This is an optimization exercise on Yosys and OpenROAD, whose aim is small area, a short achievable clock period and few clock cycles per item, not a production implementation. No activity file was given, so power comes from the tool's default toggle rates.

==> flow/design.v <==
module simpledes_core (
    input  wire        clk,
    input  wire        rst,         
    input  wire [23:0] cmd,
    input  wire        cmd_valid,
    output wire        cmd_ready,
    output wire [11:0] dout,
    output wire [7:0]  status
);
    localparam [2:0] E_NONE    = 3'd0;
    localparam [2:0] E_ILLEGAL = 3'd1;
    localparam [2:0] E_RANGE   = 3'd2;
    localparam [2:0] E_NOKEY   = 3'd3;
    localparam [2:0] E_LOCKED  = 3'd4;
    function [7:0] expand;
        input [5:0] x;
        expand = {x[5], x[4], x[2], x[3], x[2], x[3], x[1], x[0]};
    endfunction
    function [2:0] sbox1;
        input [3:0] a;
        reg   [3:0] q0, q1, q2;
        begin
            q0 = {a[0] | a[1], ~(a[0] | a[1]), ~a[0], ~a[0]};
            q1 = {a[0], a[1], ~a[0], a[0]};
            q2 = {a[0] ^ a[1], a[0] ^ a[1], a[0] ^ a[1], ~(a[0] ^ a[1])};
            sbox1 = {q2[a[3:2]], q1[a[3:2]], q0[a[3:2]]};
        end
    endfunction
    function [2:0] sbox2;
        input [3:0] a;
        reg   [3:0] q0, q1, q2;
        begin
            q0 = {a[1] & ~a[0], a[0] | ~a[1], ~(a[0] & a[1]), a[0] & a[1]};
            q1 = {~a[1], a[0], a[1] | ~a[0], a[1] & ~a[0]};
            q2 = {~(a[0] ^ a[1]), ~(a[0] ^ a[1]), ~(a[0] | a[1]), a[1] | ~a[0]};
            sbox2 = {q2[a[3:2]], q1[a[3:2]], q0[a[3:2]]};
        end
    endfunction
    function [5:0] round_f;
        input [5:0] r;
        input [7:0] rk;
        reg   [7:0] x;
        begin
            x       = expand(r) ^ rk;
            round_f = {sbox1(x[7:4]), sbox2(x[3:0])};
        end
    endfunction
    function [5:0] sboxes;
        input [7:0] x;
        sboxes = {sbox1(x[7:4]), sbox2(x[3:0])};
    endfunction
    function [5:0] unexpand;
        input [7:0] x;
        input [7:0] k;
        unexpand = {x[7] ^ k[7], x[6] ^ k[6], x[4] ^ k[4], x[5] ^ k[5], x[1] ^ k[1], x[0] ^ k[0]};
    endfunction
    reg  [8:0]  key;
    reg         kv;
    reg         dv;
    reg  [2:0]  err;
    reg  [5:0]  hl, hr;
    reg  [8:0]  rot;
    reg  [4:0]  cur;
    reg         busy;
    wire        down = !cur[4];          
    wire [3:0]  op   = cmd[23:20];
    wire [3:0]  sr   = cmd[19:16];
    wire [3:0]  er   = cmd[15:12];
    wire [11:0] data = cmd[11:0];
    wire c_ill, c_ldk, c_ldr, c_prr, c_cip;
    sdes_decode u_dec (.c(cmd[23:9]), .ill(c_ill), .ldk(c_ldk), .ldr(c_ldr), .prr(c_prr),
                       .cip(c_cip));
    wire is_ldkey = c_ldk || c_ldr;
    reg [2:0] fault;
    always @(*) begin
        if (c_ill)
            fault = E_ILLEGAL;
        else if (c_ldr)
            fault = E_RANGE;
        else if (c_ldk)
            fault = kv ? E_LOCKED : E_NONE;
        else if (c_prr)
            fault = E_RANGE;
        else if (!kv)
            fault = E_NOKEY;
        else
            fault = E_NONE;
    end
    wire issue = cmd_valid && !busy;
    wire [8:0] rot_n  = down ? {rot[0], rot[8:1]} : {rot[7:0], rot[8]};
    wire [8:0] rot_nn = down ? {rot[1:0], rot[8:2]} : {rot[6:0], rot[8:7]};
    wire [5:0] st_r   = hl ^ sboxes(expand(hr) ^ rot[8:1]);      
    wire [7:0] in_k  = busy ? rot_n[8:1] : op[0] ? key[7:0] : key[8:1];
    wire [5:0] in_rr = busy ? st_r : data[5:0];
    wire [5:0] in_ll = busy ? hr : data[11:6];
    wire [5:0] in_r  = in_ll ^ sboxes(expand(in_rr) ^ in_k);
    wire       one   = (cur == 5'd1) || (cur == 5'h1f);          
    wire       two   = busy && !one;
    wire       sgl   = busy && one;
    wire [3:0] idx = {sr[3], sr[2], sr[1] | (op[1] & ~op[0]), sr[0] | (op[1] & op[0])};
    wire [8:0] b0  = {key[0], key[8:1]};
    wire [8:0] b1  = idx[0] ? {b0[7:0], b0[8]}   : b0;
    wire [8:0] b2  = idx[1] ? {b1[6:0], b1[8:7]} : b1;
    wire [8:0] b3  = idx[2] ? {b2[4:0], b2[8:5]} : b2;
    wire [8:0] b4  = idx[3] ? {b3[0], b3[8:1]}   : b3;
    wire go_c = issue && (err == E_NONE) && kv && c_cip;
    always @(posedge clk) begin
        if (rst) begin
            busy <= 1'b0;
            kv   <= 1'b0;
            dv   <= 1'b0;
            err  <= E_NONE;
        end else if (busy) begin
            if (one || cur == 5'd2 || cur == 5'h1e) busy <= 1'b0;
        end else if (issue && err == E_NONE) begin
            if (fault != E_NONE) begin
                err <= fault;
            end else if (is_ldkey) begin
                key <= data[8:0];
                kv  <= 1'b1;
            end else begin
                dv <= 1'b1;
                if (!op[1]) busy <= (sr != er);       
            end
        end
    end
    wire       ld   = !busy && go_c;
    wire       hold = !busy && !go_c;
    wire [5:0] ld_l = op[1] ? data[5:0] : data[11:6];
    wire [5:0] ld_r = op[1] ? in_r : data[5:0];
    always @(posedge clk) begin
        hl  <= ({6{two}} & st_r)   | ({6{sgl}} & hr)    | ({6{ld}} & ld_l) | ({6{hold}} & hl);
        hr  <= ({6{two}} & in_r)   | ({6{sgl}} & st_r)  | ({6{ld}} & ld_r) | ({6{hold}} & hr);
        rot <= ({9{two}} & rot_nn) | ({9{sgl}} & rot_n) | ({9{ld}} & b4)   | ({9{hold}} & rot);
    end
    always @(posedge clk)
        cur <= (busy ? cur : {1'b0, sr}) + (busy ? {{3{down}}, 2'b10} : ~{1'b0, er} + 5'd1);
    assign cmd_ready = !busy;
    assign dout      = {st_r, hr};
    assign status    = {3'b000, err, dv, kv};
endmodule
module sdes_decode (
    input  wire [14:0] c,
    output wire        ill,
    output wire        ldk,
    output wire        ldr,
    output wire        prr,
    output wire        cip
);
    wire [3:0] op = c[14:11];
    wire       zs = (c[10:7] == 4'd0);
    wire       ze = (c[6:3] == 4'd0);
    wire       zd = (c[2:0] == 3'd0);
    wire       ld = (op == 4'h1) && zs && ze;
    wire       ed = (op[3:1] == 3'b001) && zs && ze;
    wire       pr = (op == 4'h4);
    assign ill = !(ld || ed || pr);
    assign ldk = ld && zd;
    assign ldr = ld && !zd;
    assign prr = pr && (zs || ze);
    assign cip = ed || (pr && !zs && !ze);
endmodule
export LEC_CHECK = 0
export CAP_MARGIN = 20
export CORE_MARGIN = 2
export CORE_UTILIZATION = 40
export SETUP_SLACK_MARGIN = 1.3
export SLEW_MARGIN = 20
export SYNTH_HIERARCHICAL = 1
create_clock -name core_clock -period 4.5 [get_ports {clk}]
standard.sh (not shown) runs the stock make flow with config.mk's settings and CLKGATE_MAP_FILE= SYNTH_SCRIPT=/design/flow/synth_recipe.tcl, a recipe that flattens the netlist after the stock synthesis.
==> flow/flow/run.sh <==
#!/bin/bash
# Standard layout, with the port buffers made of a regular buffer cell instead of the
# delay cell buffer_ports picks by default.
set -euo pipefail
bash standard.sh "BUFFER_PORTS_ARGS=-buffer_cell sky130_fd_sc_hd__buf_1" finish > run_standard.log 2>&1
The baseline passed the timing, design-rule and antenna checks.
Change:
Settings changed: SETUP_SLACK_MARGIN 1.3 to 1.5.
What happened: Power goes up by 13%. Hold slack gains 0.019 ns. Clock skew is about the same. Die area stays the same. Count of clock-buffer cells in the layout stays the same. Sequential cell count does not change. Global-route usage falls by 0.54 points. Routed wire length came out higher by about 2.3%. Final cell count came out higher by about 2%. Worst setup slack gains 0.071 ns.
Function was not checked in any run of this note: the RTL went through the layout flow alone.

static timing again, ports no longer ideal:
The results above use ideal ports. As a check the final layouts listed here were re-extracted and re-timed, cells and wires unchanged. Step 1: set_driving_cell puts a clkbuf_16 on clk and a buf_2 on each other input, an assumption about the parent block. Step 2 adds t to the input delays and takes it off the output delays; t is the mean of the earliest and latest rising clock arrival at the registers after step 1. Input paths then give back, and output paths get back, about the clock's delay inside the block. Three values: ideal, step 1, step 2; two values: the first two.
run	shift t [ns]	setup slack, ns	hold slack, ns	worst setup path after step 2	slew at the worst register clock pin (ns)
the first run	0.354	1.446 / 1.441 / 1.167	0.476 / 0.476 / 0.476	input to register	0.09 / 0.09
the second run	0.340	1.517 / 1.517 / 1.226	0.495 / 0.495 / 0.495	input to register	0.09 / 0.09
After both steps every run listed still meets setup and hold. The setup slack of the second run, which loses most, moves by 0.000 ns with the drivers and by -0.291 ns with both steps.
